Source: an optimization exercise on an open RTL-to-GDS flow (aim: small area). Production flows keep margins and buffers that such runs may drop. At most, simulation tests tie the RTL to the original design; equivalence was not proved. Only the layout flow was run in runs 1 to 4, 6 and 7; the RTL was not checked for function there. Power and IR drop assume default switching activity.

===== design/flow/design.v =====
module modbus_slave (
    input  wire        clk,
    input  wire        rst,            
    input  wire [7:0]  slave_addr,     
    input  wire [9:0]  t35_interval,   
    input  wire        time_unit,      
    input  wire        rx_valid,       
    input  wire [7:0]  rx_data,
    output reg         rx_en,
    output reg         tx_en,
    output wire        tx_valid,       
    output wire [7:0]  tx_data,
    input  wire        tx_ready,
    output wire        mem_req,        
    output wire        mem_we,
    output wire [15:0] mem_addr,
    output wire [31:0] mem_wdata,
    input  wire        mem_ack,
    input  wire [31:0] mem_rdata
);
    localparam [1:0] S_SIL  = 2'd0,
                     S_WAIT = 2'd1,
                     S_READ = 2'd2,
                     S_SEND = 2'd3;
    localparam [3:0] P_IDLE   = 4'd0,
                     P_DISP   = 4'd1,    
                     P_ALIGN  = 4'd2,    
                     P_HDR    = 4'd3,    
                     P_RREQ   = 4'd4,    
                     P_RSEND  = 4'd5,    
                     P_CRC    = 4'd6,    
                     P_WSR    = 4'd7,    
                     P_WSEL   = 4'd8,    
                     P_WPAIR  = 4'd9,    
                     P_WSHIFT = 4'd10,   
                     P_TAILRD = 4'd11,   
                     P_TAILWR = 4'd12;   
    localparam [1:0] K_EXC = 2'd0, K_RD = 2'd1, K_WSR = 2'd2, K_WMR = 2'd3;
    localparam integer NB = 118;         
    reg [1:0]  state;
    reg [9:0]  sil_cnt;
    reg [7:0]  rx_cur;
    reg [7:0]  rx_len;
    reg        rx_ovf;
    reg        addr_ok;
    reg [7:0]  fc;         
    reg [15:0] a_r;        
    reg [15:0] q_r;        
    reg [8*NB-1:0] dch;    
    reg [3:0]  ph;
    reg [1:0]  kind;
    reg [15:0] crc;
    reg [2:0]  cnt;        
    wire busy = (ph != P_IDLE);
    wire        byte_acc = rx_valid && rx_en;       
    wire        tu       = time_unit && !busy && !byte_acc;
    wire [9:0]  sil_inc  = sil_cnt + 10'd1;
    wire        tick     = tu && (sil_inc == t35_interval) && (sil_cnt != 10'h3FF);
    wire        frame_b  = byte_acc && (state == S_WAIT) && (rx_cur != 8'd128);
    wire        fc_rd = (fc == 8'h03) || (fc == 8'h04);
    wire        fc_ws = (fc == 8'h06);
    wire        fc_wm = (fc == 8'h10);
    wire        fc_ok = fc_rd || fc_ws || fc_wm;
    wire [5:0]  lo_sum   = {1'b0, a_r[4:0]} + {1'b0, q_r[5:1]} + {5'd0, q_r[0]};
    wire        range_ok = a_r[15] ? (a_r[14:0] == 15'd0 && lo_sum == 6'd0)
                                   : !(&a_r[14:5] && lo_sum[5] && lo_sum[4:0] != 5'd0);
    wire [7:0]  wmr_need = {q_r[6:0], 1'b1} + 8'd8;       
    wire [7:0]  s117 = dch[8*117 +: 8];
    wire [7:0]  s116 = dch[8*116 +: 8];
    wire [7:0]  s115 = dch[8*115 +: 8];
    wire [7:0]  s114 = dch[8*114 +: 8];
    reg  [7:0]  hdr_byte;
    always @* begin
        case (cnt)
            3'd0: hdr_byte = slave_addr;
            3'd1: hdr_byte = fc;
            3'd2: hdr_byte = (kind == K_EXC) ? {6'd0, fc_ok, !fc_ok} :
                             (kind == K_RD)  ? {q_r[6:0], 1'b0} : a_r[15:8];
            3'd3: hdr_byte = a_r[7:0];
            3'd4: hdr_byte = q_r[15:8];
            default: hdr_byte = q_r[7:0];
        endcase
    end
    assign tx_valid = (ph == P_HDR) || (ph == P_RSEND) || (ph == P_CRC);
    assign tx_data  = (ph == P_HDR)   ? hdr_byte :
                      (ph == P_RSEND) ? fc :
                      (ph == P_CRC)   ? crc[7:0] : rx_data;
    reg  [15:0] crc_next;
    integer     b;
    always @* begin
        crc_next = crc ^ {8'h00, tx_data};
        for (b = 0; b < 8; b = b + 1)
            crc_next = crc_next[0] ? ((crc_next >> 1) ^ 16'hA001) : (crc_next >> 1);
    end
    assign mem_req   = (ph == P_RREQ) || (ph == P_WSR) || (ph == P_WPAIR) ||
                       (ph == P_TAILRD) || (ph == P_TAILWR);
    assign mem_we    = (ph == P_WSR) || (ph == P_WPAIR) || (ph == P_TAILWR);
    assign mem_addr  = {1'b1, a_r[14:0]};
    assign mem_wdata = (kind == K_WSR) ? {16'h0000, q_r} : {s115, s114, s117, s116};
    reg  [7:0]  rd_byte;
    always @* begin
        case (cnt[1:0])
            2'd0: rd_byte = mem_rdata[15:8];
            2'd1: rd_byte = mem_rdata[7:0];
            2'd2: rd_byte = mem_rdata[31:24];
            default: rd_byte = mem_rdata[23:16];
        endcase
    end
    wire hdr_last = (kind == K_EXC || kind == K_RD) ? (cnt == 3'd2) : (cnt == 3'd5);
    wire dsh = (frame_b && rx_cur >= 8'd7 && rx_cur <= 8'd124) ||
               (ph == P_ALIGN && rx_len < 8'd125) || (ph == P_WSHIFT);
    wire tail_ld = (ph == P_TAILRD) && mem_ack;
    always @(posedge clk) begin
        if (dsh)
            dch <= {dch[8*NB-9:0], rx_data};
        else if (tail_ld)
            dch[8*114 +: 16] <= mem_rdata[31:16];
    end
    reg fin;
    always @(posedge clk) begin
        fin = 1'b0;
        if (rst) begin
            state   <= S_SIL;
            sil_cnt <= 10'd0;
            rx_cur  <= 8'd0;
            rx_ovf  <= 1'b0;
            rx_en   <= 1'b0;
            tx_en   <= 1'b0;
            ph      <= P_IDLE;
        end else begin
            if (byte_acc) begin
                sil_cnt <= 10'd0;
                if (rx_cur == 8'd128)
                    rx_ovf <= 1'b1;
                else
                    rx_cur <= rx_cur + 8'd1;
            end
            if (frame_b) begin
                crc <= crc_next;
                if (rx_cur == 8'd0) addr_ok <= (rx_data == slave_addr);
                if (rx_cur == 8'd1) fc <= rx_data;
                if (rx_cur == 8'd2 || rx_cur == 8'd3) a_r <= {a_r[7:0], rx_data};
                if (rx_cur == 8'd4 || rx_cur == 8'd5) q_r <= {q_r[7:0], rx_data};
            end
            if (tu) begin
                if (tick) sil_cnt <= 10'd0;
                else      sil_cnt <= sil_inc;
            end
            if (tick) begin
                case (state)
                    S_SIL: begin
                        rx_en <= 1'b1;
                        tx_en <= 1'b0;
                        crc   <= 16'hFFFF;
                        state <= S_WAIT;
                    end
                    S_WAIT: begin
                        if (rx_cur != 8'd0) begin
                            rx_len <= rx_cur;
                            state  <= S_READ;
                        end
                    end
                    S_READ: begin
                        rx_cur <= 8'd0;
                        rx_en  <= 1'b0;
                        tx_en  <= 1'b1;
                        state  <= S_SEND;
                    end
                    S_SEND: begin
                        ph <= P_DISP;
                    end
                endcase
            end
            case (ph)
                P_DISP: begin
                    crc <= 16'hFFFF;
                    cnt <= 3'd0;
                    ph  <= P_HDR;
                    if (rx_ovf || rx_len < 8'd4 || crc != 16'h0000 || !addr_ok)
                        fin = 1'b1;
                    else if (!fc_ok)
                        kind <= K_EXC;
                    else if (rx_len < (fc_wm ? 8'd9 : 8'd8))
                        fin = 1'b1;
                    else if (fc_rd) begin
                        if (q_r > 16'd61 || !range_ok) kind <= K_EXC;
                        else                           kind <= K_RD;
                    end else if (fc_ws) begin
                        if (a_r[15]) kind <= K_EXC;
                        else         kind <= K_WSR;
                    end else begin
                        if (q_r > 16'd59 || !range_ok) kind <= K_EXC;
                        else if (rx_len < wmr_need)    fin = 1'b1;
                        else begin
                            kind <= K_WMR;
                            ph   <= P_ALIGN;
                        end
                    end
                end
                P_ALIGN: begin
                    if (rx_len < 8'd125)
                        rx_len <= rx_len + 8'd1;
                    else
                        ph <= P_HDR;
                end
                P_HDR: begin
                    if (tx_ready) begin
                        crc <= crc_next;
                        cnt <= cnt + 3'd1;
                        if (hdr_last) begin
                            cnt <= 3'd0;
                            ph  <= (kind == K_RD && q_r[5:0] != 6'd0) ? P_RREQ : P_CRC;
                        end
                    end
                end
                P_RREQ: begin
                    if (mem_ack) begin
                        fc <= rd_byte;
                        ph <= P_RSEND;
                    end
                end
                P_RSEND: begin
                    if (tx_ready) begin
                        crc <= crc_next;
                        cnt <= cnt + 3'd1;
                        if (cnt[0]) q_r[5:0] <= q_r[5:0] - 6'd1;
                        if (cnt[1:0] == 2'd3) a_r[14:0] <= a_r[14:0] + 15'd1;
                        ph <= (cnt[0] && q_r[5:0] == 6'd1) ? P_CRC : P_RREQ;
                    end
                end
                P_CRC: begin
                    if (tx_ready) begin
                        crc <= crc_next;
                        cnt <= cnt + 3'd1;
                        if (cnt[0]) begin
                            if (kind == K_WSR)      ph <= P_WSR;
                            else if (kind == K_WMR) ph <= P_WSEL;
                            else                    fin = 1'b1;
                        end
                    end
                end
                P_WSR: begin
                    if (mem_ack) fin = 1'b1;
                end
                P_WSEL: begin
                    cnt <= 3'd0;
                    if (q_r[5:0] == 6'd0)      fin = 1'b1;
                    else if (q_r[5:0] == 6'd1) ph <= P_TAILRD;
                    else                       ph <= P_WPAIR;
                end
                P_WPAIR: begin
                    if (mem_ack) begin
                        a_r[14:0] <= a_r[14:0] + 15'd1;
                        q_r[5:0]  <= q_r[5:0] - 6'd2;
                        ph        <= P_WSHIFT;
                    end
                end
                P_WSHIFT: begin
                    cnt <= cnt + 3'd1;
                    if (cnt[1:0] == 2'd3) ph <= P_WSEL;
                end
                P_TAILRD: begin
                    if (mem_ack) ph <= P_TAILWR;
                end
                P_TAILWR: begin
                    if (mem_ack) fin = 1'b1;
                end
                default: ;
            endcase
            if (fin) begin
                rx_en  <= 1'b0;
                tx_en  <= 1'b0;
                rx_ovf <= 1'b0;
                state  <= S_SIL;
                ph     <= P_IDLE;
            end
        end
    end
endmodule

===== design/flow/run.sh =====
#!/bin/bash
# synth_recipe.tcl (not shown) runs the flow's synth.tcl, then flattens the netlist and writes it again
# the make line also repeats each setting of config.mk as NAME=value (left out here)
make -C /OpenROAD-flow-scripts/flow DESIGN_CONFIG=/design/flow/config.mk WORK_HOME=/design/flow/orfs CLKGATE_MAP_FILE= SYNTH_SCRIPT=/design/flow/synth_recipe.tcl finish

===== design/flow/config.mk =====
export PLATFORM = sky130hd
export DESIGN_NAME = modbus_slave
export DESIGN_NICKNAME = modbus_slave
export VERILOG_FILES = /design/flow/design.v
export SDC_FILE = /design/flow/constraint.sdc
export NUM_CORES = 4
export LEC_CHECK = 0
export CAP_MARGIN = 40
export CORE_MARGIN = 2
export CORE_UTILIZATION = 40
export CTS_BUF_LIST = sky130_fd_sc_hd__clkbuf_8
export CTS_CLUSTER_DIAMETER = 50
export CTS_CLUSTER_SIZE = 16
export PLACE_DENSITY = 0.55
export SLEW_MARGIN = 40

===== design/flow/constraint.sdc =====
create_clock -name core_clock -period 10.0 [get_ports {clk}]
set_input_delay 2.0000 -clock core_clock [delete_from_list [all_inputs] [get_ports {clk}]]
set_output_delay 2.0000 -clock core_clock [all_outputs]
set_load 0.01 [all_outputs]

==> flow_summary.yaml, run 1 <==
run_status:
  status: "complete, no violations"
placed_design:
  place_area_um2: 39400
  gp_congestion: 0.874
  io_buffers: 123
  hpwl_um: 41300
timing:
  post-route-period-util_pct: 60.3
  relSlewSlack_pct: 42.5
  slew_violations: 0
  worst_pin_slew_ps: 862
  max_freq_mhz: 166
  hold_viol: 0
  fin_setup_tns_ps: 0
  grt_setup_unrepaired: "false"
  skew_ps: 54.4
  setup_viol: 0
  finalCriticalPeriod_ps: 6030
detailed_routing:
  wl_per_cell_um: 20.4
  drt-met1-wl_um: 33500
  drtPass1Iterations: 9
  via_count: 17338
  wl_met2_um: 29100
  routed_via_density: 5.16
  ant_nets: 0
  drc: 0
  wl_um: 68500
  highest_layer: "met5"
  route.met3.wl_um: 4090
  drtIter0Drc: 1981
synthesis:
  yosysTopAreaCell: "edfxtp_1"
  yosysUniqueCellTypes: 81
  netlist_area_um2: 36800
  syn-num-nets: 2049
  ys_seq_area_share_pct: 84.3
  yosysMostFrequentCell: "edfxtp_1"
  synth.avg_cell_area_um2: 18.9
  yosys-top-cells-count: "edfxtp_1 (1,014), nand2_1 (100), nor2_1 (84), a21oi_1 (67), clkbuf_1 (53)"
  yosysWarnings: 1
  postSynth.asyncResetShare_pct: 0
  yosys_register_bits: 1041
  syn_inst: 1945
  synth_edf_count: 1014
  synthTopCellsByArea: "edfxtp_1 (83%), dfxtp_1 (1.5%), ha_1 (1.3%)"
  ys.flop_type: "edfxtp_1"
  synth_top_area_share_pct: 82.8
cells_and_area:
  post-route-cell-area_um2: 41500
  drive_gt1_share_pct: 9.53
  layout.nets: 2213
  nFillCells: 7758
  area_growth_pct: 12.8
pwr:
  ir_drop_mv: 0.111
  power.density_nw_per_um2: 218
  p_leak_nw: 11.5
clock_tree:
  cts_num_sinks: 1041
  cts.path.max_buffers: 3
  post_cts_resized: 0
  cts-root-buf: "clkbuf_8"
  holdBufCountCts: 0
  tritoncts: "done"
  post_cts.repair.setup_buffers: 0
  worstSkewPairLatency_ps: 740
  htree_levels: 3
  clkTransAtPathRegs_ps: 90
  numCtsBuffers: 97
global_routing:
  antenna_found_initial: 7
  grt_pass1_wl_um: 103000
  grt_pass1_vias: 16860
  grt_max_degree: 169
  grt.total_usage_pct: 14.3
  grt-ovfl-total: 0
die:
  rows: 111
  ios: 125
  initial_utilization_pct: 40.2
  dieHeight_um: 307
  core-area_um2: 91400
  die_width_um: 307
  die_area_um2: 94400
run:
  maxCapViolCount: 0
worst_setup_path:
  crit_type: "input port to output port"
  cp-end-kind: "output port"
  path_max_fanout: 2
  worstPathArrival_ps: 4030
  cp_data_required_time_ps: 8000
  start_kind: "input port"
hold_path:
  min_path_type: "register to register"
path summary, 6_finish.rpt:
| path | cells past startpoint | start | endpoint | slack (ps) |
|---|---|---|---|---|
| setup reg to reg | 12 | rx_cur[0] | dch[588] | 5530 |
| hold reg to reg | 0 | dch[310] | dch[318] | 390 |
| setup / recovery | 6 | slave_addr[1] | tx_data[1] | 3970 |
| hold / removal | 0 | dch[310] | dch[318] | 390 |
per-layer routing:
layer	GRT usage (%)	vias up
li1	-	7877
met1	22.2	8782
met2	19.9	524
met3	3.19	149
met4	4.76	6
met5	0	-
where the power goes:
| part | internal [W] | switching, W | total, W |
|---|---|---|---|
| registers | 0.00529 | 0.000168 | 0.00546 |
| clock network | 0.00110 | 0.00151 | 0.00261 |
| logic | 0.000312 | 0.000682 | 0.000994 |
final cells by class:
cell class,instances,area (um^2),area share [%]
flip-flops and latches,1041,31000,74.7
clock buffers,99,1360,3.28
multi-input cells,785,5290,12.8
clock inverters,63,659,1.59
inverters,42,158,0.380
repair buffers,142,1530,3.69
diodes,2,5.00,0.0121
well taps,1186,1480,3.58
sequential cells by signal, indices dropped and copies added (netlist names), 2 cells and up:
register	count
dch	944
a_r	16
crc	16
q_r	16
sil_cnt	10
fc	8
rx_cur	8
rx_len	8
ph	4
cnt	3
kind	2
state	2
cell families (layout without fill, tap and decap cells):
family          after synthesis  count (layout)  synth area share, %
compound gates              264             264                 4.72
xor+xnor                     62              62                 1.60
fa+ha+maj                    41              41                 1.43
buf+inv                     119             346                 1.40
flops                      1041            1041                 84.3
mux                          59              59                 1.71
other cells                   1               3               0.0102
simple gates                358             358                 4.86
per-stage QoR:
stage	hold slack (ps)	utilization (%)	power [W]	std cells	setup slack, ps
after floorplan	400	-	0.00627	1945	2200
after global placement	400	43.0	0.00651	3191	3810
after detailed placement	405	43.1	0.00655	3194	3640
after CTS	363	45.3	0.00920	3356	3980
after global routing	372	45.4	0.00947	3359	3800
final	393	45.4	0.00906	3360	3970
placed cells by master (no fill, tap or decap), drive strengths merged, types with 19 or more instances in the layout:
master	n
mux2i	30
clkbuf	100
clkdlybuf4s50	122
o21ai	71
nand3	35
mux2	29
and2	22
inv	62
buf	19
dfxtp	27
nor3	19
nor2	85
edfxtp	1014
xnor2	31
nand2	100
xor2	29
ha	38
clkinv	30
a21oi	67
worst max-delay path, stage by stage:
cell	delay (ps)
clkdlybuf4s50_1	440
mux2_1	310
a222oi_1	360
nand2_1	120
a211o_1	320
clkdlybuf4s50_1	500
==> inputs of run 2 (changes only) <==
--- a/design/flow/config.mk
+++ b/design/flow/config.mk
@@ -10,5 +10,5 @@
 export CORE_UTILIZATION = 40
-export CTS_BUF_LIST = sky130_fd_sc_hd__clkbuf_8
-export CTS_CLUSTER_DIAMETER = 50
-export CTS_CLUSTER_SIZE = 16
+export CTS_BUF_LIST = sky130_fd_sc_hd__clkbuf_16
+export CTS_CLUSTER_DIAMETER = 60
+export CTS_CLUSTER_SIZE = 30
 export PLACE_DENSITY = 0.55
==> run 2 against run 1 <==
Compared with the run above: worst setup slack gained 22 ps; combinational power barely moved; cell area grew 1.7%; critical endpoint unchanged; register-to-register slack better by 20 ps; global-route usage about the same; still clean; count of clock-buffer cells in the layout down 24; sequential share of layout area shrank 1.2 points; synthesized area stayed put; utilization rose by 0.76 points.
==> flow_summary.yaml, run 2 <==
synthesis:
  syn-num-nets: 2049
  yosysMostFrequentCell: "edfxtp_1"
  syn_inst: 1945
  ys_seq_area_share_pct: 84.3
  synth_top_area_share_pct: 82.8
  netlist_area_um2: 36800
  yosys_register_bits: 1041
  synth_edf_count: 1014
  postSynth.asyncResetShare_pct: 0
  synth.avg_cell_area_um2: 18.9
  yosys-top-cells-count: "edfxtp_1 (1,014), nand2_1 (100), nor2_1 (84), a21oi_1 (67), clkbuf_1 (53)"
  yosysTopAreaCell: "edfxtp_1"
  ys.flop_type: "edfxtp_1"
  synthTopCellsByArea: "edfxtp_1 (83%), dfxtp_1 (1.5%), ha_1 (1.3%)"
  yosysWarnings: 1
  yosysUniqueCellTypes: 81
worst_setup_path:
  crit_type: "input port to output port"
  slowest_stage: "clkdlybuf4s50_1"
  crit_family: "buffers and inverters"
  cpPeakStageDelay_ps: 500
  path_max_fanout: 2
  cp_data_required_time_ps: 8000
  worstPathArrival_ps: 4010
  crit_chain: "clkdlybuf4s50_1 > mux2_1 > a222oi_1 > nand2_1 > a211o_1 > clkdlybuf4s50_1"
  path_common_cell: "clkdlybuf4s50_1"
  crit_buf_inv: 2
  start_kind: "input port"
  cp-end-kind: "output port"
cells_and_area:
  layout_common_cells: "edfxtp_1 (1,014), clkdlybuf4s50_1 (122), nand2_1 (100), nor2_1 (84), clkbuf_16 (75)"
  nFillCells: 7696
  top_register: "dch"
  drive_gt1_share_pct: 8.76
  area_growth_pct: 14.7
  final_common_cell: "edfxtp_1"
  largest_reg_flops: 944
  finalNonFillerCells: 3334
  layout.nets: 2189
clock_tree:
  worstSkewPairLatency_ps: 660
  cts.path.max_buffers: 3
  numCtsBuffers: 74
  post_cts_resized: 0
  htree_levels: 3
  cts_num_sinks: 1041
  tritoncts: "done"
  holdBufCountCts: 0
  post_cts.repair.setup_buffers: 0
  cts-root-buf: "clkbuf_16"
  clkTransAtPathRegs_ps: 90
timing:
  setup_viol: 0
  post-route-period-util_pct: 60.1
  relSlewSlack_pct: 41.9
  hold_viol: 0
  skew_ps: 35.1
  grt_setup_unrepaired: "false"
  fin_setup_tns_ps: 0
  max_freq_mhz: 166
  finalCriticalPeriod_ps: 6010
  slew_violations: 0
  worst_pin_slew_ps: 867
die:
  core-area_um2: 91400
  rows: 111
  dieHeight_um: 307
  die_width_um: 307
  initial_utilization_pct: 40.2
  ios: 125
  die_area_um2: 94400
detailed_routing:
  wl_per_cell_um: 20.4
  ant_nets: 0
  drc: 0
  routed_via_density: 5.15
  wl_um: 68100
  via_count: 17184
  drtPass1Iterations: 6
  drtIter0Drc: 2045
global_routing:
  antenna_found_initial: 4
  grt_pass1_vias: 16624
  grt.total_usage_pct: 14.3
  grt_pass1_wl_um: 103000
  grt_max_degree: 169
  grt-ovfl-total: 0
pwr:
  p_leak_nw: 11.8
  totalPowerFinal_w: 0.00972
  power.density_nw_per_um2: 231
  ir_drop_mv: 0.155
placed_design:
  io_buffers: 123
  gp_congestion: 0.874
  dpl.cell_count: 3194
  hpwl_um: 41300
hold_path:
  min_path_type: "register to register"
run_status:
  status: "complete, no violations"
run:
  maxCapViolCount: 0
==> run 2: cell counts after synthesis <==
Identical to the previous run, type by type.
==> run 2: path summary, 6_finish.rpt <==
check | startpoint | endpoint | slack, ps | cells past startpoint
worst max-delay path | slave_addr[1] | tx_data[1] | 3990 | 6
worst min-delay path | dch[756] | dch[764] | 390 | 0
worst max register to register | rx_cur[0] | dch[596] | 5550 | 12
worst min register to register | dch[756] | dch[764] | 390 | 0
==> run 2: kinds of logic (layout without fill, tap and decap cells) <==
family | Yosys count | after routing | share of synthesized area, %
AO/OA/AOI/OAI | 264 | 264 | 4.72
adder cells (fa/ha/maj) | 41 | 41 | 1.43
AND/OR/NAND/NOR | 358 | 358 | 4.86
buffers and inverters | 119 | 321 | 1.40
other | 1 | 2 | 0.0102
flip-flops | 1041 | 1041 | 84.3
multiplexers | 59 | 59 | 1.71
XOR/XNOR | 62 | 62 | 1.60
==> run 2: metrics by stage <==
stage                     area [um^2]  worst slack (ps)  util [%]  hold WS (ps)
after global routing            42200              3880      46.1           389
after CTS                       42100              3980      46.1           390
final                           42200              3990      46.2           389
after detailed placement        39400              3640      43.1           405
after global placement          39300              3810      43.0           400
after floorplan                 36800              2200         -           400
==> run 2: worst reg2reg max path, stage by stage (launching register included) <==
cell     delay, ps
dfxtp_1        430
inv_1          120
ha_1           280
inv_1           70
or4b_1         150
nand3_1        240
or4_1          610
o41ai_2        100
buf_12         460
buf_16         470
buf_12         440
buf_16         330
buf_16         360
==> run 2: area by class of cell <==
class                           instances  area (um^2)  area share [%]
Tap cell                             1186         1480            3.52
Sequential cell                      1041        31000            73.5
Clock buffer                           75         1880            4.45
Clock inverter                         63          863            2.05
Multi-Input combinational cell        785         5290            12.5
Timing Repair Buffer                  141         1510            3.58
Antenna cell                            1         2.50         0.00593
Inverter                               42          158           0.374
==> run 2: metal layers <==
layer / wire length, um / vias up / global-route usage, %
met1: 33400 / 8747 / 22.3
met5: 44 / - / 0
met2: 29000 / 462 / 19.8
met3: 3670 / 129 / 2.70
li1: - / 7840 / -
met4: 2000 / 6 / 5.18
==> run 2: report_power, final <==
| group | switching [W] | leakage (nW) | internal, W |
|---|---|---|---|
| Sequential | 0.000169 | 7.70 | 0.00529 |
| Clock | 0.00171 | 1.32 | 0.00156 |
| Combinational | 0.000683 | 2.80 | 0.000312 |
| Total | 0.00257 | 11.8 | 0.00716 |
==> inputs of run 3 (changes only) <==
==> design/flow/flow/run.sh (new file) <==
#!/bin/bash
# Standard ORFS layout (the standard.sh, standard synthesis unchanged) with two
# changes: port buffers use the smallest buffer cell, and clock tree synthesis uses
# larger sink clusters and inserts no dummy loads.
set -euo pipefail
export BUFFER_PORTS_ARGS="-buffer_cell sky130_fd_sc_hd__buf_1"
export CTS_ARGS="-sink_clustering_enable -repair_clock_nets -dont_use_dummy_load -buf_list sky130_fd_sc_hd__clkbuf_8 -sink_clustering_size 20 -sink_clustering_max_diameter 60"
bash standard.sh > standard_sh.log 2>&1
==> design/flow/standard.sh (new file) <==
#!/bin/bash
# synth_recipe.tcl (not shown) runs the flow's synth.tcl, then flattens the netlist and writes it again
# the make line also repeats each setting of config.mk as NAME=value (left out here)
make -C /OpenROAD-flow-scripts/flow DESIGN_CONFIG=/design/flow/config.mk WORK_HOME=/design/flow/orfs CLKGATE_MAP_FILE= SYNTH_SCRIPT=/design/flow/synth_recipe.tcl "${@:-finish}"
--- a/design/flow/config.mk
+++ b/design/flow/config.mk
@@ -10,5 +10,2 @@
 export CORE_UTILIZATION = 40
-export CTS_BUF_LIST = sky130_fd_sc_hd__clkbuf_16
-export CTS_CLUSTER_DIAMETER = 60
-export CTS_CLUSTER_SIZE = 30
 export PLACE_DENSITY = 0.55
removed: design/flow/run.sh
==> run 3 against run 2 <==
Compared with the run above: still clean; worst setup slack improved by 450 ps; synthesized cell count did not move; sequential power barely moved; cell count fell by 1.7%; critical path depth rose by 1; via count fell by 1.4%; count of clock-buffer cells in the layout fell by 4; sequential cell count did not move; clock skew rose by 44 ps; routed wire length fell by 2.5%; sequential share of layout area rose by 4.6 points; critical path type is now register to output port; largest cell class unchanged.
==> flow_summary.yaml, run 3 <==
clock_tree:
  cts_num_sinks: 1041
  worstSkewPairLatency_ps: 660
  cts-root-buf: "clkbuf_8"
  clkTransAtPathRegs_ps: 110
  htree_levels: 3
  holdBufCountCts: 0
  post_cts.repair.setup_buffers: 0
  cts.path.max_buffers: 3
  tritoncts: "done"
  post_cts_resized: 0
  numCtsBuffers: 71
timing:
  whs_ps: 373
  post-route-period-util_pct: 55.6
  fin_setup_tns_ps: 0
  finalCriticalPeriod_ps: 5560
  max_freq_mhz: 180
  relSlewSlack_pct: 43.7
  skew_ps: 79.5
  setup_viol: 0
  hold_viol: 0
  slew_violations: 0
  worst_pin_slew_ps: 844
  grt_setup_unrepaired: "false"
worst_setup_path:
  crit_buf_inv: 2
  crit_family: "compound AO/OA/AOI/OAI gates"
  cp-end-kind: "output port"
  cp_data_required_time_ps: 8000
  crit_type: "register to output port"
  path_max_fanout: 15
  worstPathArrival_ps: 3560
  slowest_stage: "ha_1"
  crit_chain: "inv_1 > ha_1 > nor3_1 > o21ai_2 > a41oi_1 > a211o_1 > buf_1"
  cpPeakStageDelay_ps: 710
  start_kind: "register"
synthesis:
  synth_edf_count: 1014
  postSynth.asyncResetShare_pct: 0
  yosysMostFrequentCell: "edfxtp_1"
  ys_seq_area_share_pct: 84.3
  yosys-top-cells-count: "edfxtp_1 (1,014), nand2_1 (100), nor2_1 (84), a21oi_1 (67), clkbuf_1 (53)"
  yosysUniqueCellTypes: 81
  syn-num-nets: 2049
  yosysWarnings: 1
  syn_inst: 1945
  synth_top_area_share_pct: 82.8
  synth.avg_cell_area_um2: 18.9
  yosysTopAreaCell: "edfxtp_1"
  synthTopCellsByArea: "edfxtp_1 (83%), dfxtp_1 (1.5%), ha_1 (1.3%)"
  ys.flop_type: "edfxtp_1"
  netlist_area_um2: 36800
  yosys_register_bits: 1041
detailed_routing:
  wl_per_cell_um: 20.3
  routed_via_density: 5.17
  drtIter0Drc: 1834
  wl_um: 66400
  drc: 0
  drtPass1Iterations: 6
  via_count: 16935
  ant_nets: 0
global_routing:
  grt_max_degree: 163
  grt_pass1_vias: 16608
  grt.total_usage_pct: 13.9
  grt-ovfl-total: 0
  antenna_found_initial: 3
  grt_pass1_wl_um: 101000
cells_and_area:
  largest_reg_flops: 944
  post-route-util_pct: 43.4
  drive_gt1_share_pct: 6.61
  post-route-cell-area_um2: 39700
  layout.nets: 2194
  top_register: "dch"
  layout_common_cells: "edfxtp_1 (1,014), buf_1 (123), nand2_1 (100), nor2_1 (84), clkbuf_8 (71)"
  final_common_cell: "edfxtp_1"
  area_growth_pct: 7.98
pwr:
  ir_drop_mv: 0.105
  power.density_nw_per_um2: 208
  totalPowerFinal_w: 0.00824
  p_leak_nw: 10.7
die:
  dieHeight_um: 307
  ios: 125
  initial_utilization_pct: 40.2
  core-area_um2: 91400
  die_width_um: 307
  rows: 111
  die_area_um2: 94400
placed_design:
  hpwl_um: 40000
  place_area_um2: 38700
  io_buffers: 123
  gp_congestion: 0.858
run:
  maxCapViolCount: 0
run_status:
  status: "complete, no violations"
hold_path:
  min_path_type: "register to register"
==> run 3: cell counts after synthesis <==
No cell type changed its count.
==> run 3: cell type report <==
type | instances | area, um^2
Multi-Input combinational cell | 785 | 5300
Clock buffer | 71 | 977
Fill cell | 7950 | 51700
Timing Repair Buffer | 149 | 786
Inverter | 42 | 158
Antenna cell | 2 | 5.00
Sequential cell | 1041 | 31000
Tap cell | 1186 | 1480
==> run 3: logic make-up after synthesis <==
family,share of synthesized area [%]
adder cells (fa/ha/maj),1.43
flip-flops,84.3
AND/OR/NAND/NOR,4.86
buffers and inverters,1.40
other,0.0102
AO/OA/AOI/OAI,4.72
XOR/XNOR,1.60
multiplexers,1.71
==> run 3: metal layers <==
metal	vias up	wire length [um]	GRT usage [%]
li1	7740	-	-
met5	-	11	0
met1	8663	31900	21.2
met4	2	1910	4.46
met2	400	29400	20.2
met3	130	3150	2.50
==> run 3: per-stage QoR <==
| stage | instances | setup WS [ps] |
|---|---|---|
| 6_report | 3276 | 4440 |
| 5_1_grt | 3275 | 4270 |
| 4_1_cts | 3273 | 4370 |
| 3_5_place_dp | 3202 | 3970 |
| 3_3_place_gp | 3199 | 4150 |
| 2_1_floorplan | 1945 | 2200 |
==> run 3: path summary, 6_finish.rpt <==
check,endpoint,cells past startpoint,startpoint,slack [ps]
max,tx_data[0],7,cnt[0],4440
max reg2reg,dch[765],11,rx_cur[0],5360
min reg2reg,dch[411],0,dch[403],370
min,dch[411],0,dch[403],370
==> run 3: power breakdown <==
group	internal [W]	total [W]	switching [W]	leakage (nW)
sequential	0.00529	0.00545	0.000163	7.70
clock	0.000642	0.00185	0.00120	0.510
combinational	0.000270	0.000947	0.000677	2.51
==> inputs of run 4 (changes only) <==
==> design/flow/flow/run.sh (replaced) <==
#!/bin/bash
# Standard ORFS layout (the standard.sh, standard synthesis unchanged) with two
# changes: port buffers use the smallest buffer cell, and clock tree synthesis uses
# larger sink clusters and inserts no dummy loads.
set -euo pipefail
export BUFFER_PORTS_ARGS="-buffer_cell sky130_fd_sc_hd__buf_1"
export CTS_ARGS="-sink_clustering_enable -repair_clock_nets -dont_use_dummy_load -buf_list {sky130_fd_sc_hd__clkbuf_8 sky130_fd_sc_hd__clkbuf_16} -sink_clustering_size 30 -sink_clustering_max_diameter 80"
bash standard.sh > standard_sh.log 2>&1
==> run 4 against run 3 <==
Compared with the run above: cell count shrank 0.82%; critical path depth is the same; routed wire length shrank 1.0%; still clean; combinational power is essentially flat; die area is the same; cell area grew 0.37%; sequential power is essentially flat; global-route usage shrank 0.22 points; register-to-register slack gained 50 ps; synthesized area is the same; total power grew 1.8%; sequential share of layout area shrank 0.29 points.
==> flow_summary.yaml, run 4 <==
run_status:
  status: "complete, no violations"
global_routing:
  grt_pass1_wl_um: 99800
  grt_pass1_vias: 16342
  grt_max_degree: 163
  antenna_found_initial: 2
  grt.total_usage_pct: 13.7
  grt-ovfl-total: 0
clock_tree:
  numCtsBuffers: 45
  htree_levels: 2
  cts_num_sinks: 1041
  cts-root-buf: "clkbuf_16"
  worstSkewPairLatency_ps: 600
  tritoncts: "done"
  clkTransAtPathRegs_ps: 100
  cts.path.max_buffers: 3
  holdBufCountCts: 0
  post_cts.repair.setup_buffers: 0
  post_cts_resized: 0
die:
  core-area_um2: 91400
  rows: 111
  dieHeight_um: 307
  ios: 125
  initial_utilization_pct: 40.2
  die_area_um2: 94400
  die_width_um: 307
detailed_routing:
  drtIter0Drc: 1979
  routed_via_density: 5.19
  drc: 0
  drtPass1Iterations: 8
  ant_nets: 0
  wl_um: 65700
  wl_per_cell_um: 20.2
  via_count: 16874
timing:
  fin_setup_tns_ps: 0
  skew_ps: 67.8
  hold_viol: 0
  finalCriticalPeriod_ps: 5500
  max_freq_mhz: 182
  setup_viol: 0
  worst_pin_slew_ps: 848
  relSlewSlack_pct: 43.4
  post-route-period-util_pct: 55.0
  slew_violations: 0
  grt_setup_unrepaired: "false"
worst_setup_path:
  start_kind: "register"
  cp-end-kind: "output port"
  reg2reg_setup_slack_ps: 5410
  crit_type: "register to output port"
  cp_data_required_time_ps: 8000
  worstPathArrival_ps: 3500
  path_max_fanout: 15
synthesis:
  netlist_area_um2: 36800
  yosysUniqueCellTypes: 81
  ys.flop_type: "edfxtp_1"
  synth_edf_count: 1014
  yosysMostFrequentCell: "edfxtp_1"
  syn-num-nets: 2049
  yosys_register_bits: 1041
  synth.avg_cell_area_um2: 18.9
  postSynth.asyncResetShare_pct: 0
  yosysWarnings: 1
  syn_inst: 1945
  ys_seq_area_share_pct: 84.3
  yosys-top-cells-count: "edfxtp_1 (1,014), nand2_1 (100), nor2_1 (84), a21oi_1 (67), clkbuf_1 (53)"
  synth_top_area_share_pct: 82.8
  synthTopCellsByArea: "edfxtp_1 (83%), dfxtp_1 (1.5%), ha_1 (1.3%)"
  yosysTopAreaCell: "edfxtp_1"
placed_design:
  dpl.cell_count: 3202
  gp_congestion: 0.858
  io_buffers: 123
  hpwl_um: 40000
run:
  maxCapViolCount: 0
cells_and_area:
  area_growth_pct: 8.38
  largest_reg_flops: 944
  post-route-util_pct: 43.6
  layout_common_cells: "edfxtp_1 (1,014), buf_1 (123), nand2_1 (100), nor2_1 (84), a21oi_1 (67)"
  finalNonFillerCells: 3249
  final_common_cell: "edfxtp_1"
  top_register: "dch"
  layout.nets: 2168
  drive_gt1_share_pct: 5.43
pwr:
  p_clk_share_pct: 23.8
  p_comb_share_pct: 11.3
  sw_frac_of_total_pct: 24.1
  power.density_nw_per_um2: 211
  p_sw_w: 0.00203
  p_int_w: 0.00637
  ir_drop_mv: 0.136
  p_leak_nw: 10.8
  power_frac_seq_pct: 64.9
hold_path:
  min_path_type: "register to register"
[run 4: path summary, 6_finish.rpt]
path | startpoint | endpoint | cells after the start
min | dch[79] | dch[87] | 0
max | cnt[0] | tx_data[0] | 7
min reg2reg | dch[79] | dch[87] | 0
max reg2reg | rx_cur[1] | dch[700] | 11
[run 4: layout make-up]
| type | instances | area [um^2] |
|---|---|---|
| antenna | 1 | 2.50 |
| clock buffer | 45 | 1130 |
| fill | 7917 | 51500 |
| inverter | 42 | 158 |
| multi-input combinational | 785 | 5300 |
| sequential | 1041 | 31000 |
| tap | 1186 | 1480 |
| timing repair buffer | 149 | 786 |
[run 4: power by group through the flow]
stage               logic, W  clock network [W]  registers [W]
finish              0.000949            0.00199        0.00545
CTS                 0.000952            0.00210        0.00546
global placement    0.000902                  0        0.00555
global route         0.00105            0.00223        0.00548
floorplan           0.000683                  0        0.00559
detailed placement  0.000953                  0        0.00555
[run 4: cell families (layout without fill, tap and decap cells)]
kind of cell             Yosys count  in the layout  synth area share (%)
XOR/XNOR                          62             62                  1.60
AO/OA/AOI/OAI                    264            264                  4.72
adder cells (fa/ha/maj)           41             41                  1.43
other                              1              2                0.0102
flip-flops                      1041           1041                  84.3
multiplexers                      59             59                  1.71
buffers and inverters            119            236                  1.40
AND/OR/NAND/NOR                  358            358                  4.86
[run 4: per-layer routing]
| metal | track usage (%) | routed length (um) | up-vias |
|---|---|---|---|
| li1 | - | - | 7705 |
| met1 | 21.2 | 32100 | 8642 |
| met2 | 20.1 | 29200 | 427 |
| met3 | 1.92 | 2930 | 98 |
| met4 | 3.87 | 1490 | 2 |
| met5 | 0 | 11 | - |
[run 4: critical path, cell delays in order (launching register included)]
cell,delay [ps]
edfxtp_1,520
inv_1,140
ha_1,710
nor3_1,160
o21ai_2,540
a41oi_1,270
a211o_1,420
buf_1,160
[run 4: per-stage QoR]
stage | area (um^2) | setup WS [ps] | total power (W) | hold WS (ps)
after floorplan | 36800 | 2200 | 0.00627 | 400
after global placement | 38600 | 4150 | 0.00646 | 401
after detailed placement | 38700 | 3970 | 0.00650 | 405
after CTS | 39800 | 4430 | 0.00851 | 392
after global routing | 39800 | 4330 | 0.00875 | 392
final | 39800 | 4500 | 0.00839 | 397
==> inputs of run 5 (changes only) <==
--- a/design/flow/design.v
+++ b/design/flow/design.v
@@ -8,4 +8,4 @@
     input  wire [7:0]  rx_data,
-    output reg         rx_en,
-    output reg         tx_en,
+    output wire        rx_en,
+    output wire        tx_en,
     output wire        tx_valid,       
@@ -24,15 +24,13 @@
                      S_SEND = 2'd3;
-    localparam [3:0] P_IDLE   = 4'd0,
-                     P_DISP   = 4'd1,    
-                     P_ALIGN  = 4'd2,    
-                     P_HDR    = 4'd3,    
-                     P_RREQ   = 4'd4,    
-                     P_RSEND  = 4'd5,    
-                     P_CRC    = 4'd6,    
-                     P_WSR    = 4'd7,    
-                     P_WSEL   = 4'd8,    
-                     P_WPAIR  = 4'd9,    
-                     P_WSHIFT = 4'd10,   
-                     P_TAILRD = 4'd11,   
-                     P_TAILWR = 4'd12;   
+    localparam [3:0] P_IDLE   = 4'b0000,
+                     P_DISP   = 4'b0001,    
+                     P_ALIGN  = 4'b0010,    
+                     P_HDR    = 4'b0100,    
+                     P_RSEND  = 4'b0101,    
+                     P_CRC    = 4'b0110,    
+                     P_RREQ   = 4'b1000,    
+                     P_WSR    = 4'b1001,    
+                     P_TAILRD = 4'b1010,    
+                     P_WPAIR  = 4'b1011,    
+                     P_TAILWR = 4'b1101;    
     localparam [1:0] K_EXC = 2'd0, K_RD = 2'd1, K_WSR = 2'd2, K_WMR = 2'd3;
@@ -54,2 +52,4 @@
     wire busy = (ph != P_IDLE);
+    assign rx_en = state[0] ^ state[1];
+    assign tx_en = state[0] & state[1];
     wire        byte_acc = rx_valid && rx_en;       
@@ -83,3 +83,3 @@
     end
-    assign tx_valid = (ph == P_HDR) || (ph == P_RSEND) || (ph == P_CRC);
+    assign tx_valid = ph[2] && !ph[3];
     assign tx_data  = (ph == P_HDR)   ? hdr_byte :
@@ -94,5 +94,4 @@
     end
-    assign mem_req   = (ph == P_RREQ) || (ph == P_WSR) || (ph == P_WPAIR) ||
-                       (ph == P_TAILRD) || (ph == P_TAILWR);
-    assign mem_we    = (ph == P_WSR) || (ph == P_WPAIR) || (ph == P_TAILWR);
+    assign mem_req   = ph[3];
+    assign mem_we    = ph[3] && ph[0];
     assign mem_addr  = {1'b1, a_r[14:0]};
@@ -110,3 +109,3 @@
     wire dsh = (frame_b && rx_cur >= 8'd7 && rx_cur <= 8'd124) ||
-               (ph == P_ALIGN && rx_len < 8'd125) || (ph == P_WSHIFT);
+               (ph == P_ALIGN && rx_len < 8'd125);
     wire tail_ld = (ph == P_TAILRD) && mem_ack;
@@ -126,4 +125,2 @@
             rx_ovf  <= 1'b0;
-            rx_en   <= 1'b0;
-            tx_en   <= 1'b0;
             ph      <= P_IDLE;
@@ -151,4 +148,2 @@
                     S_SIL: begin
-                        rx_en <= 1'b1;
-                        tx_en <= 1'b0;
                         crc   <= 16'hFFFF;
@@ -164,4 +159,2 @@
                         rx_cur <= 8'd0;
-                        rx_en  <= 1'b0;
-                        tx_en  <= 1'b1;
                         state  <= S_SEND;
@@ -193,6 +186,4 @@
                         else if (rx_len < wmr_need)    fin = 1'b1;
-                        else begin
+                        else
                             kind <= K_WMR;
-                            ph   <= P_ALIGN;
-                        end
                     end
@@ -202,4 +193,5 @@
                         rx_len <= rx_len + 8'd1;
-                    else
-                        ph <= P_HDR;
+                    else if (q_r[5:0] == 6'd0) fin = 1'b1;
+                    else if (q_r[5:0] == 6'd1) ph <= P_TAILRD;
+                    else                       ph <= P_WPAIR;
                 end
@@ -236,3 +228,3 @@
                             if (kind == K_WSR)      ph <= P_WSR;
-                            else if (kind == K_WMR) ph <= P_WSEL;
+                            else if (kind == K_WMR) ph <= P_ALIGN;
                             else                    fin = 1'b1;
@@ -243,8 +235,2 @@
                     if (mem_ack) fin = 1'b1;
-                end
-                P_WSEL: begin
-                    cnt <= 3'd0;
-                    if (q_r[5:0] == 6'd0)      fin = 1'b1;
-                    else if (q_r[5:0] == 6'd1) ph <= P_TAILRD;
-                    else                       ph <= P_WPAIR;
                 end
@@ -254,8 +240,5 @@
                         q_r[5:0]  <= q_r[5:0] - 6'd2;
-                        ph        <= P_WSHIFT;
-                    end
-                end
-                P_WSHIFT: begin
-                    cnt <= cnt + 3'd1;
-                    if (cnt[1:0] == 2'd3) ph <= P_WSEL;
+                        rx_len    <= 8'd121;
+                        ph        <= P_ALIGN;
+                    end
                 end
@@ -270,4 +253,2 @@
             if (fin) begin
-                rx_en  <= 1'b0;
-                tx_en  <= 1'b0;
                 rx_ovf <= 1'b0;
==> design/flow/flow/run.sh (replaced) <==
#!/bin/bash
# Standard ORFS layout (the standard.sh, standard synthesis unchanged) with two
# changes: port buffers use the smallest buffer cell, and clock tree synthesis uses
# larger sink clusters and inserts no dummy loads.
set -euo pipefail
export BUFFER_PORTS_ARGS="-buffer_cell sky130_fd_sc_hd__buf_1"
export CTS_ARGS="-sink_clustering_enable -repair_clock_nets -dont_use_dummy_load -buf_list sky130_fd_sc_hd__clkbuf_8 -sink_clustering_size 20 -sink_clustering_max_diameter 60"
bash standard.sh > standard_sh.log 2>&1
==> run 5 against run 4 <==
Compared with the run above: utilization is 0.15 points lower; synthesized area about the same; routed wire length is 2.2% lower.
==> flow_summary.yaml, run 5 <==
clock_tree:
  htree_levels: 3
  post_cts.repair.setup_buffers: 0
  holdBufCountCts: 0
  clkTransAtPathRegs_ps: 120
  numCtsBuffers: 76
  post_cts_resized: 0
  cts.path.max_buffers: 3
  worstSkewPairLatency_ps: 710
  tritoncts: "done"
  cts-root-buf: "clkbuf_8"
  cts_num_sinks: 1039
placed_design:
  hpwl_um: 38700
  gp_congestion: 0.875
  dpl.cell_count: 3186
  io_buffers: 123
die:
  rows: 111
  die_width_um: 307
  dieHeight_um: 307
  core-area_um2: 91400
  ios: 125
  initial_utilization_pct: 40.2
  die_area_um2: 94400
synthesis:
  yosysTopAreaCell: "edfxtp_1"
  postSynth.asyncResetShare_pct: 0
  yosysUniqueCellTypes: 91
  synthTopCellsByArea: "edfxtp_1 (83%), dfxtp_1 (1.4%), ha_1 (1.3%)"
  ys_seq_area_share_pct: 84.2
  yosys_register_bits: 1039
  synth.avg_cell_area_um2: 19.1
  netlist_area_um2: 36800
  synth_top_area_share_pct: 82.8
  yosys-top-cells-count: "edfxtp_1 (1,014), nand2_1 (98), nor2_1 (98), o21ai_0 (52), a21oi_1 (50)"
  synth_edf_count: 1014
  ys.flop_type: "edfxtp_1"
  yosysWarnings: 1
  yosysMostFrequentCell: "edfxtp_1"
  syn_inst: 1923
  syn-num-nets: 2027
cells_and_area:
  area.sequential_um2: 31000
  largest_reg_flops: 944
  drive_gt1_share_pct: 8.19
  post-route-util_pct: 43.4
  top_register: "dch"
  layout.nets: 2182
  finalNonFillerCells: 3263
  final_common_cell: "edfxtp_1"
  nFillCells: 7953
  multi_input_area_um2: 5330
  layout_common_cells: "edfxtp_1 (1,014), buf_1 (123), nand2_1 (98), nor2_1 (97), clkbuf_8 (77)"
  area_growth_pct: 7.97
global_routing:
  grt-ovfl-total: 0
  grt_pass1_wl_um: 98000
  grt_pass1_vias: 16286
  antenna_found_initial: 2
  grt_max_degree: 146
  grt.total_usage_pct: 13.4
detailed_routing:
  ant_nets: 0
  drtIter0Drc: 1708
  route.met3.wl_um: 4320
  highest_layer: "met4"
  drt-met1-wl_um: 31400
  wl_met2_um: 27500
  via_count: 16814
  routed_via_density: 5.15
  wl_per_cell_um: 19.7
  drtPass1Iterations: 7
  wl_um: 64300
  drc: 0
timing:
  worst_pin_slew_ps: 853
  setup_viol: 0
  skew_ps: 113
  relSlewSlack_pct: 43.2
  hold_viol: 0
  slew_violations: 0
  finalCriticalPeriod_ps: 5590
  post-route-period-util_pct: 55.9
  max_freq_mhz: 179
  grt_setup_unrepaired: "false"
worst_setup_path:
  reg2reg_setup_slack_ps: 5590
  path_max_fanout: 16
  reg2reg_from: "ph[1]"
  crit_type: "register to output port"
  startpoint: "cnt[0]"
  cp-end-kind: "output port"
  timing.rr.end: "dch[601]"
  ff2ff_path_depth: 9
  worstPathArrival_ps: 3590
  start_kind: "register"
  cp_data_required_time_ps: 8000
  crit_end: "tx_data[1]"
run:
  maxCapViolCount: 0
hold_path:
  min_path_type: "register to register"
pwr:
  p_leak_nw: 10.5
  ir_drop_mv: 0.0787
  power.density_nw_per_um2: 171
run_status:
  status: "complete, no violations"
[run 5: cell count changes after synthesis, sizes merged, moves of 9 or more]
| cell | previous run | this run |
|---|---|---|
| a21oi | 67 | 50 |
| clkbuf | 53 | 36 |
| nor2 | 85 | 101 |
| o21ai | 71 | 56 |
| buf | 24 | 33 |
| nor2b | 16 | 7 |
[run 5: layer usage]
layer  global-route usage (%)  vias up
met5                        0        -
met4                     3.77        0
met3                     3.36       76
met2                     19.1      490
met1                     20.4     8540
li1                         -     7708
[run 5: cells by family (layout without fill, tap and decap cells)]
logic type / count (synthesis) / count (layout) / share of synthesized area, %
DFF: 1039 / 1039 / 84.2
and+or+nand+nor: 369 / 369 / 5.00
AOI/OAI and AO/OA: 241 / 241 / 4.55
buffers and inverters: 113 / 266 / 1.44
muxes: 62 / 62 / 1.81
xor gates and xnor gates: 57 / 57 / 1.59
adders and majority gates: 41 / 41 / 1.43
other: 1 / 2 / 0.0102
[run 5: worst min path at each step]
stage	from	end	slack [ps]	cells after the start
floorplan	dch[92]	dch[100]	400	0
global placement	dch[872]	dch[880]	400	0
detailed placement	dch[2]	dch[10]	400	0
CTS	dch[383]	dch[391]	350	0
global route	dch[383]	dch[391]	380	0
finish	dch[383]	dch[391]	360	0
[run 5: report_power, final]
| group | internal (W) | switching [W] | leakage, nW | total [W] |
|---|---|---|---|---|
| combinational | 0.0000709 | 0.0000896 | 2.34 | 0.000161 |
| sequential | 0.00472 | 0.0000299 | 7.62 | 0.00475 |
| clock | 0.000684 | 0.00121 | 0.546 | 0.00189 |
[run 5: critical path, cell delays in order, from the launching register on]
cell and delay (ps):
edfxtp_1 540, inv_1 140, ha_1 690, nor3_4 120, o21ai_2 540, nand4_1 210
a21boi_1 490, inv_1 100, buf_1 150
[run 5: area by class of cell]
class | instances | share of cell area, %
Clock buffer | 76 | 2.63
Sequential cell | 1039 | 78.0
Multi-Input combinational cell | 771 | 13.4
Tap cell | 1186 | 3.74
Antenna cell | 1 | 0.00630
Inverter | 44 | 0.425
Timing Repair Buffer | 146 | 1.82
[run 5: metrics by stage]
step	worst slack [ps]	setup TNS (ps)	hold slack [ps]	cell area, um^2	total power [W]
after floorplan	-7310	-6779260	400	36800	0.00494
after global placement	4260	0	401	38600	0.00500
after detailed placement	4370	0	405	38600	0.00501
after CTS	4250	0	353	39700	0.00692
after global routing	4180	0	375	39700	0.00708
final	4410	0	362	39700	0.00680
==> inputs of run 6 (changes only) <==
--- a/design/flow/design.v
+++ b/design/flow/design.v
@@ -35,3 +35,2 @@
                      P_TAILWR = 4'b1101;    
-    localparam [1:0] K_EXC = 2'd0, K_RD = 2'd1, K_WSR = 2'd2, K_WMR = 2'd3;
     localparam integer NB = 118;         
@@ -48,3 +47,3 @@
     reg [3:0]  ph;
-    reg [1:0]  kind;
+    reg        exc;        
     reg [15:0] crc;
@@ -57,3 +56,3 @@
     wire [9:0]  sil_inc  = sil_cnt + 10'd1;
-    wire        tick     = tu && (sil_inc == t35_interval) && (sil_cnt != 10'h3FF);
+    wire        tick     = tu && (sil_inc == t35_interval);
     wire        frame_b  = byte_acc && (state == S_WAIT) && (rx_cur != 8'd128);
@@ -63,2 +62,5 @@
     wire        fc_ok = fc_rd || fc_ws || fc_wm;
+    wire        k_rd  = !exc && fc_rd;
+    wire        k_ws  = !exc && fc_ws;
+    wire        k_wm  = !exc && fc_wm;
     wire [5:0]  lo_sum   = {1'b0, a_r[4:0]} + {1'b0, q_r[5:1]} + {5'd0, q_r[0]};
@@ -76,4 +78,4 @@
             3'd1: hdr_byte = fc;
-            3'd2: hdr_byte = (kind == K_EXC) ? {6'd0, fc_ok, !fc_ok} :
-                             (kind == K_RD)  ? {q_r[6:0], 1'b0} : a_r[15:8];
+            3'd2: hdr_byte = exc  ? {6'd0, fc_ok, !fc_ok} :
+                             fc_rd ? {q_r[6:0], 1'b0} : a_r[15:8];
             3'd3: hdr_byte = a_r[7:0];
@@ -85,11 +87,8 @@
     assign tx_data  = (ph == P_HDR)   ? hdr_byte :
-                      (ph == P_RSEND) ? fc :
+                      (ph == P_RSEND) ? dch[7:0] :
                       (ph == P_CRC)   ? crc[7:0] : rx_data;
-    reg  [15:0] crc_next;
-    integer     b;
-    always @* begin
-        crc_next = crc ^ {8'h00, tx_data};
-        for (b = 0; b < 8; b = b + 1)
-            crc_next = crc_next[0] ? ((crc_next >> 1) ^ 16'hA001) : (crc_next >> 1);
-    end
+    wire [7:0]  crc_x   = crc[7:0] ^ tx_data;
+    wire        crc_p   = ^crc_x;
+    wire [15:0] crc_next = {crc_p, crc_p ^ crc_x[7], crc_x[7:2] ^ crc_x[6:1], crc[15] ^ crc_x[1] ^ crc_x[0],
+                            crc[14] ^ crc_x[0], crc[13:9], crc[8] ^ crc_p};
     assign mem_req   = ph[3];
@@ -97,3 +96,3 @@
     assign mem_addr  = {1'b1, a_r[14:0]};
-    assign mem_wdata = (kind == K_WSR) ? {16'h0000, q_r} : {s115, s114, s117, s116};
+    assign mem_wdata = fc_ws ? {16'h0000, q_r} : {s115, s114, s117, s116};
     reg  [7:0]  rd_byte;
@@ -107,5 +106,6 @@
     end
-    wire hdr_last = (kind == K_EXC || kind == K_RD) ? (cnt == 3'd2) : (cnt == 3'd5);
-    wire dsh = (frame_b && rx_cur >= 8'd7 && rx_cur <= 8'd124) ||
-               (ph == P_ALIGN && rx_len < 8'd125);
+    wire hdr_last = (exc || fc_rd) ? (cnt == 3'd2) : (cnt == 3'd5);
+    wire rd_ld = (ph == P_RREQ) && mem_ack;
+    wire dsh = (frame_b && rx_cur < 8'd125) ||
+               (ph == P_ALIGN && rx_len < 8'd125) || rd_ld;
     wire tail_ld = (ph == P_TAILRD) && mem_ack;
@@ -113,3 +113,3 @@
         if (dsh)
-            dch <= {dch[8*NB-9:0], rx_data};
+            dch <= {dch[8*NB-9:0], busy ? rd_byte : rx_data};
         else if (tail_ld)
@@ -174,16 +174,13 @@
                     else if (!fc_ok)
-                        kind <= K_EXC;
+                        exc <= 1'b1;
                     else if (rx_len < (fc_wm ? 8'd9 : 8'd8))
                         fin = 1'b1;
-                    else if (fc_rd) begin
-                        if (q_r > 16'd61 || !range_ok) kind <= K_EXC;
-                        else                           kind <= K_RD;
-                    end else if (fc_ws) begin
-                        if (a_r[15]) kind <= K_EXC;
-                        else         kind <= K_WSR;
-                    end else begin
-                        if (q_r > 16'd59 || !range_ok) kind <= K_EXC;
-                        else if (rx_len < wmr_need)    fin = 1'b1;
-                        else
-                            kind <= K_WMR;
+                    else if (fc_rd)
+                        exc <= (q_r > 16'd61 || !range_ok);
+                    else if (fc_ws)
+                        exc <= a_r[15];
+                    else begin
+                        exc <= (q_r > 16'd59 || !range_ok);
+                        if (q_r <= 16'd59 && range_ok && rx_len < wmr_need)
+                            fin = 1'b1;
                     end
@@ -203,3 +200,3 @@
                             cnt <= 3'd0;
-                            ph  <= (kind == K_RD && q_r[5:0] != 6'd0) ? P_RREQ : P_CRC;
+                            ph  <= (k_rd && q_r[5:0] != 6'd0) ? P_RREQ : P_CRC;
                         end
@@ -208,6 +205,3 @@
                 P_RREQ: begin
-                    if (mem_ack) begin
-                        fc <= rd_byte;
-                        ph <= P_RSEND;
-                    end
+                    if (mem_ack) ph <= P_RSEND;
                 end
@@ -227,4 +221,4 @@
                         if (cnt[0]) begin
-                            if (kind == K_WSR)      ph <= P_WSR;
-                            else if (kind == K_WMR) ph <= P_ALIGN;
+                            if (k_ws)      ph <= P_WSR;
+                            else if (k_wm) ph <= P_ALIGN;
                             else                    fin = 1'b1;
==> design/flow/flow/run.sh (replaced) <==
#!/bin/bash
# Standard ORFS layout (the standard.sh, standard synthesis unchanged) with two
# changes: port buffers use the smallest buffer cell, and clock tree synthesis uses
# larger sink clusters and inserts no dummy loads.
set -euo pipefail
export BUFFER_PORTS_ARGS="-buffer_cell sky130_fd_sc_hd__buf_1"
export CTS_ARGS="-sink_clustering_enable -repair_clock_nets -dont_use_dummy_load -buf_list sky130_fd_sc_hd__clkbuf_4 -sink_clustering_size 10 -sink_clustering_max_diameter 40"
bash standard.sh > standard_sh.log 2>&1
==> run 6 against run 5 <==
Compared with the run above: sequential power increased by 5.5%; routed wire length increased by 4.0%; hold slack got worse by 9.3 ps; cell area increased by 0.46%; clock skew decreased by 3.1 ps; global-route usage increased by 0.75 points; utilization increased by 0.20 points; critical path depth decreased by 2; synthesized cell count increased by 0.62%; synthesized area increased by 0.13%; sequential cell count decreased by 1.
==> flow_summary.yaml, run 6 <==
hold_path:
  min_path_type: "register to register"
cells_and_area:
  final_common_cell: "edfxtp_1"
  drive_gt1_share_pct: 11.8
  multi_input_area_um2: 5460
  finalNonFillerCells: 3343
  area_growth_pct: 8.33
  layout_common_cells: "edfxtp_1 (1,013), clkbuf_4 (140), buf_1 (122), nand2_1 (100), nor2_1 (89)"
  top_register: "dch"
  layout.nets: 2262
  post-route-util_pct: 43.6
  area.sequential_um2: 30900
  nFillCells: 7952
  largest_reg_flops: 944
die:
  core-area_um2: 91400
  rows: 111
  die_area_um2: 94500
  die_width_um: 307
  dieHeight_um: 307
  initial_utilization_pct: 40.3
  ios: 125
detailed_routing:
  drtIter0Drc: 1611
  drtPass1Iterations: 5
  ant_nets: 0
  drt-met1-wl_um: 33000
  route.met3.wl_um: 4680
  routed_via_density: 5.19
  wl_per_cell_um: 20.0
  drc: 0
  wl_um: 66800
  wl_met2_um: 27400
  via_count: 17335
  highest_layer: "met4"
synthesis:
  yosys-top-cells-count: "edfxtp_1 (1,013), nand2_1 (101), nor2_1 (89), o21ai_0 (53), a21oi_1 (48)"
  synth_edf_count: 1013
  netlist_area_um2: 36800
  yosysMostFrequentCell: "edfxtp_1"
  ys.flop_type: "edfxtp_1"
  yosysUniqueCellTypes: 91
  yosys_register_bits: 1038
  synth.avg_cell_area_um2: 19.0
  syn_inst: 1935
  yosysTopAreaCell: "edfxtp_1"
  yosysWarnings: 1
  ys_seq_area_share_pct: 84.0
  synth_top_area_share_pct: 82.6
  postSynth.asyncResetShare_pct: 0
  syn-num-nets: 2042
  synthTopCellsByArea: "edfxtp_1 (83%), ha_1 (1.4%), dfxtp_1 (1.4%)"
timing:
  slew_violations: 0
  skew_ps: 110
  max_freq_mhz: 164
  post-route-period-util_pct: 60.9
  setup_viol: 0
  hold_viol: 0
  relSlewSlack_pct: 41.3
  finalCriticalPeriod_ps: 6090
  grt_setup_unrepaired: "false"
  worst_pin_slew_ps: 879
worst_setup_path:
  crit_type: "register to output port"
  cp-end-kind: "output port"
  start_kind: "register"
  worstPathArrival_ps: 4090
  cp_data_required_time_ps: 8000
  path_max_fanout: 11
run:
  maxCapViolCount: 0
global_routing:
  grt-ovfl-total: 0
  grt_pass1_wl_um: 102000
  grt.total_usage_pct: 14.1
  antenna_found_initial: 3
  grt_pass1_vias: 16745
  grt_max_degree: 175
pwr:
  power_frac_seq_pct: 66.2
  power.density_nw_per_um2: 190
  totalPowerFinal_w: 0.00758
  p_leak_nw: 10.7
  sw_frac_of_total_pct: 23.4
  p_comb_share_pct: 8.8
  p_int_w: 0.00580
  p_clk_share_pct: 25.0
  ir_drop_mv: 0.0998
  p_sw_w: 0.00177
clock_tree:
  clkTransAtPathRegs_ps: 100
  tritoncts: "done"
  worstSkewPairLatency_ps: 980
  htree_levels: 4
  holdBufCountCts: 0
  cts.path.max_buffers: 3
  cts-root-buf: "clkbuf_4"
  cts_num_sinks: 1038
  numCtsBuffers: 140
  post_cts_resized: 0
  post_cts.repair.setup_buffers: 0
placed_design:
  gp_congestion: 0.887
  io_buffers: 123
  dpl.cell_count: 3198
  hpwl_um: 40100
run_status:
  status: "complete, no violations"
-- run 6: cell types whose count changed after synthesis, sizes merged, moves of 12 or more --
cell	before	now
a21o	11	23
and2	24	8
mux2	34	46
mux2i	28	11
nor2	101	89
nor2b	7	31
-- run 6: critical path, cell delays in order (launching register included) --
cell and delay (ps):
edfxtp_1 530, ha_1 630, nor2b_1 780, a222oi_1 220, nor2b_1 210, a211oi_2 570
buf_1 210
-- run 6: final timing paths --
kind / endpoint / start / cells after the start / slack, ps
min reg2reg: dch[647] / dch[639] / 0 / 350
max: tx_data[3] / cnt[0] / 6 / 3910
max reg2reg: crc[0] / cnt[0] / 10 / 5530
min: dch[647] / dch[639] / 0 / 350
-- run 6: power by group through the flow --
stage                     registers (W)  clock network [W]  logic [W]
after floorplan                 0.00531                  0   0.000466
after global placement          0.00511                  0   0.000645
after detailed placement        0.00511                  0   0.000667
after CTS                       0.00501            0.00204   0.000668
after global routing            0.00502            0.00220   0.000726
final                           0.00501            0.00190   0.000665
-- run 6: area by class of cell --
type	count	area share (%)
clock buffers	140	2.64
repair buffers	149	2.00
well taps	1186	3.72
flip-flops and latches	1038	77.5
multi-input cells	784	13.7
inverters	42	0.405
diodes	4	0.0251
-- run 6: logic make-up (layout without fill, tap and decap cells) --
kind of cell	Yosys count	count (layout)	share of synthesized area, %
and+or+nand+nor	385	385	5.40
other	1	5	0.0102
adders and majority gates	43	43	1.50
buffers and inverters	113	331	1.36
DFF	1038	1038	84.0
AOI/OAI and AO/OA	248	248	4.68
muxes	57	57	1.72
xor gates and xnor gates	50	50	1.35
-- run 6: metal layers --
metal / vias up / GRT usage, %
met2: 540 / 18.8
met3: 138 / 3.84
met5: - / 0
met1: 8724 / 21.9
li1: 7933 / -
met4: 0 / 5.47
-- run 6: stage by stage --
stage / cell area, um^2 / hold WS (ps) / setup TNS (ps) / worst slack (ps)
after CTS: 39800 / 353 / 0 / 3820
after global placement: 38700 / 402 / 0 / 4090
after floorplan: 36900 / 400 / -6815220 / -7340
final: 39900 / 353 / 0 / 3910
after detailed placement: 38800 / 405 / 0 / 4290
after global routing: 39900 / 350 / 0 / 3770
==> inputs of run 7 (changes only) <==
==> design/flow/flow/run.sh (replaced) <==
#!/bin/bash
# Standard ORFS layout (the standard.sh, standard synthesis unchanged) with two
# changes: port buffers use the smallest buffer cell, and clock tree synthesis uses
# larger sink clusters and inserts no dummy loads.
set -euo pipefail
export BUFFER_PORTS_ARGS="-buffer_cell sky130_fd_sc_hd__buf_1"
export CTS_ARGS="-sink_clustering_enable -repair_clock_nets -dont_use_dummy_load -buf_list sky130_fd_sc_hd__clkbuf_8 -sink_clustering_size 20 -sink_clustering_max_diameter 60"
bash standard.sh > standard_sh.log 2>&1
--- a/design/flow/config.mk
+++ b/design/flow/config.mk
@@ -9,4 +9,4 @@
 export CORE_MARGIN = 2
-export CORE_UTILIZATION = 40
-export PLACE_DENSITY = 0.55
+export CORE_UTILIZATION = 65
+export PLACE_DENSITY = 0.75
 export SLEW_MARGIN = 40
==> run 7 against run 6 <==
Compared with the run above: hold slack improved by 27 ps; count of clock-buffer cells in the layout shrank 72; die area decreased by 38%; clock skew is 34 ps lower; critical endpoint is now tx_data[1]; largest power group unchanged.
==> flow_summary.yaml, run 7 <==
timing:
  relSlewSlack_pct: 42.1
  skew_ps: 75.9
  hold_viol: 0
  post-route-period-util_pct: 56.2
  finalWorstSetupSlack_ps: 4380
  finalCriticalPeriod_ps: 5620
  max_freq_mhz: 178
  worst_pin_slew_ps: 865
  slew_violations: 0
  grt_setup_unrepaired: "false"
  setup_viol: 0
global_routing:
  grt-ovfl-total: 0
  antenna_found_initial: 3
  grt_pass1_wl_um: 93900
  grt_max_degree: 181
  grt_pass1_vias: 16149
  grt.total_usage_pct: 21.0
worst_setup_path:
  worstPathArrival_ps: 3620
  cp-end-kind: "output port"
  cp_data_required_time_ps: 8000
  start_kind: "register"
  crit_type: "register to output port"
  path_max_fanout: 14
pwr:
  p_int_w: 0.00577
  p_sw_w: 0.00165
  p_clk_share_pct: 23.7
  ir_drop_mv: 0.132
  sw_frac_of_total_pct: 22.2
  p_leak_nw: 10.5
  power.density_nw_per_um2: 189
  power_frac_seq_pct: 67.5
  totalPowerFinal_w: 0.00742
  p_comb_share_pct: 8.8
die:
  core-area_um2: 56200
  die_width_um: 242
  ios: 125
  dieHeight_um: 242
  initial_utilization_pct: 65.5
  die_area_um2: 58600
  rows: 87
clock_tree:
  clkTransAtPathRegs_ps: 120
  cts-root-buf: "clkbuf_8"
  numCtsBuffers: 68
  cts_num_sinks: 1038
  post_cts_resized: 0
  holdBufCountCts: 0
  htree_levels: 3
  worstSkewPairLatency_ps: 650
  post_cts.repair.setup_buffers: 0
  tritoncts: "done"
  cts.path.max_buffers: 3
detailed_routing:
  drc: 0
  drtPass1Iterations: 6
  drtIter0Drc: 1820
  via_count: 16867
  routed_via_density: 5.95
  wl_um: 61300
  wl_per_cell_um: 21.6
  route.met3.wl_um: 4420
  highest_layer: "met4"
  drt-met1-wl_um: 29100
  ant_nets: 0
  wl_met2_um: 26200
synthesis:
  yosys_register_bits: 1038
  synth_top_area_share_pct: 82.6
  yosys-top-cells-count: "edfxtp_1 (1,013), nand2_1 (101), nor2_1 (89), o21ai_0 (53), a21oi_1 (48)"
  ys.flop_type: "edfxtp_1"
  yosysMostFrequentCell: "edfxtp_1"
  netlist_area_um2: 36800
  yosysUniqueCellTypes: 91
  ys_seq_area_share_pct: 84.0
  synth.avg_cell_area_um2: 19.0
  yosysWarnings: 1
  syn-num-nets: 2042
  yosysTopAreaCell: "edfxtp_1"
  postSynth.asyncResetShare_pct: 0
  synth_edf_count: 1013
  synthTopCellsByArea: "edfxtp_1 (83%), ha_1 (1.4%), dfxtp_1 (1.4%)"
  syn_inst: 1935
placed_design:
  dpl_worst_slack_ps: 4460
  gp_congestion: 0.913
  hpwl_um: 37100
  io_buffers: 123
cells_and_area:
  area_growth_pct: 6.41
  layout_common_cells: "edfxtp_1 (1,013), buf_1 (122), nand2_1 (101), nor2_1 (89), clkbuf_8 (68)"
  layout.nets: 2185
  drive_gt1_share_pct: 8.57
  post-route-util_pct: 69.7
  largest_reg_flops: 944
  final_common_cell: "edfxtp_1"
  top_register: "dch"
hold_path:
  min_path_type: "register to register"
run:
  maxCapViolCount: 0
run_status:
  status: "complete, no violations"
run 7: cell counts after synthesis:
No cell type changed its count.
run 7: critical path, cell delays in order, from the launching register on:
cell      delay, ps
edfxtp_1        510
inv_1           130
ha_1            490
nor3b_2         800
nand2_1         140
mux2_4          310
a311oi_4        410
buf_1           210
run 7: final timing paths:
path / startpoint / end / slack [ps] / cells after the start
worst min-delay path: dch[11] / dch[19] / 380 / 0
worst min register to register: dch[11] / dch[19] / 380 / 0
worst max register to register: rx_cur[3] / dch[284] / 5510 / 10
worst max-delay path: cnt[0] / tx_data[1] / 4380 / 7
run 7: layer usage:
metal  vias up  track usage (%)
li1       7720                -
met1      8422             34.0
met2       612             29.3
met3       113             3.88
met4         0             7.19
met5         -                0
run 7: logic make-up after synthesis:
logic type      synth area share (%)
simple gates                    5.40
flops                           84.0
other cells                   0.0102
xor+xnor                        1.35
fa+ha+maj                       1.50
mux                             1.72
buf+inv                         1.36
compound gates                  4.68
run 7: through the flow:
step / area, um^2 / setup TNS, ps / instances / hold WS, ps
floorplan: 36900 / -6815220 / 1935 / 400
global placement: 38100 / 0 / 2760 / 401
detailed placement: 38200 / 0 / 2762 / 405
CTS: 39100 / 0 / 2830 / 372
global route: 39200 / 0 / 2832 / 384
finish: 39200 / 0 / 2833 / 380
run 7: final cells by class:
type	instances	area (um^2)
Sequential cell	1038	30900
Fill cell	3468	17000
Multi-Input combinational cell	784	5460
Tap cell	756	946
Clock buffer	68	936
Timing Repair Buffer	144	747
Inverter	42	161
Antenna cell	1	2.50
run 7: power by group through the flow:
stage               clock network (W)  logic, W  registers (W)
floorplan                           0  0.000466        0.00531
global placement                    0  0.000617        0.00511
detailed placement                  0  0.000644        0.00511
CTS                           0.00184  0.000644        0.00501
global route                  0.00197  0.000715        0.00502
finish                        0.00176  0.000651        0.00501

Setup slack of run 7, layout unchanged: 4.376 ns with ideal ports, 4.323 ns with driving cells assumed (clock clkbuf_16, inputs buf_2), 4.424 ns with port delays also shifted by the 0.680 ns mid clock arrival.
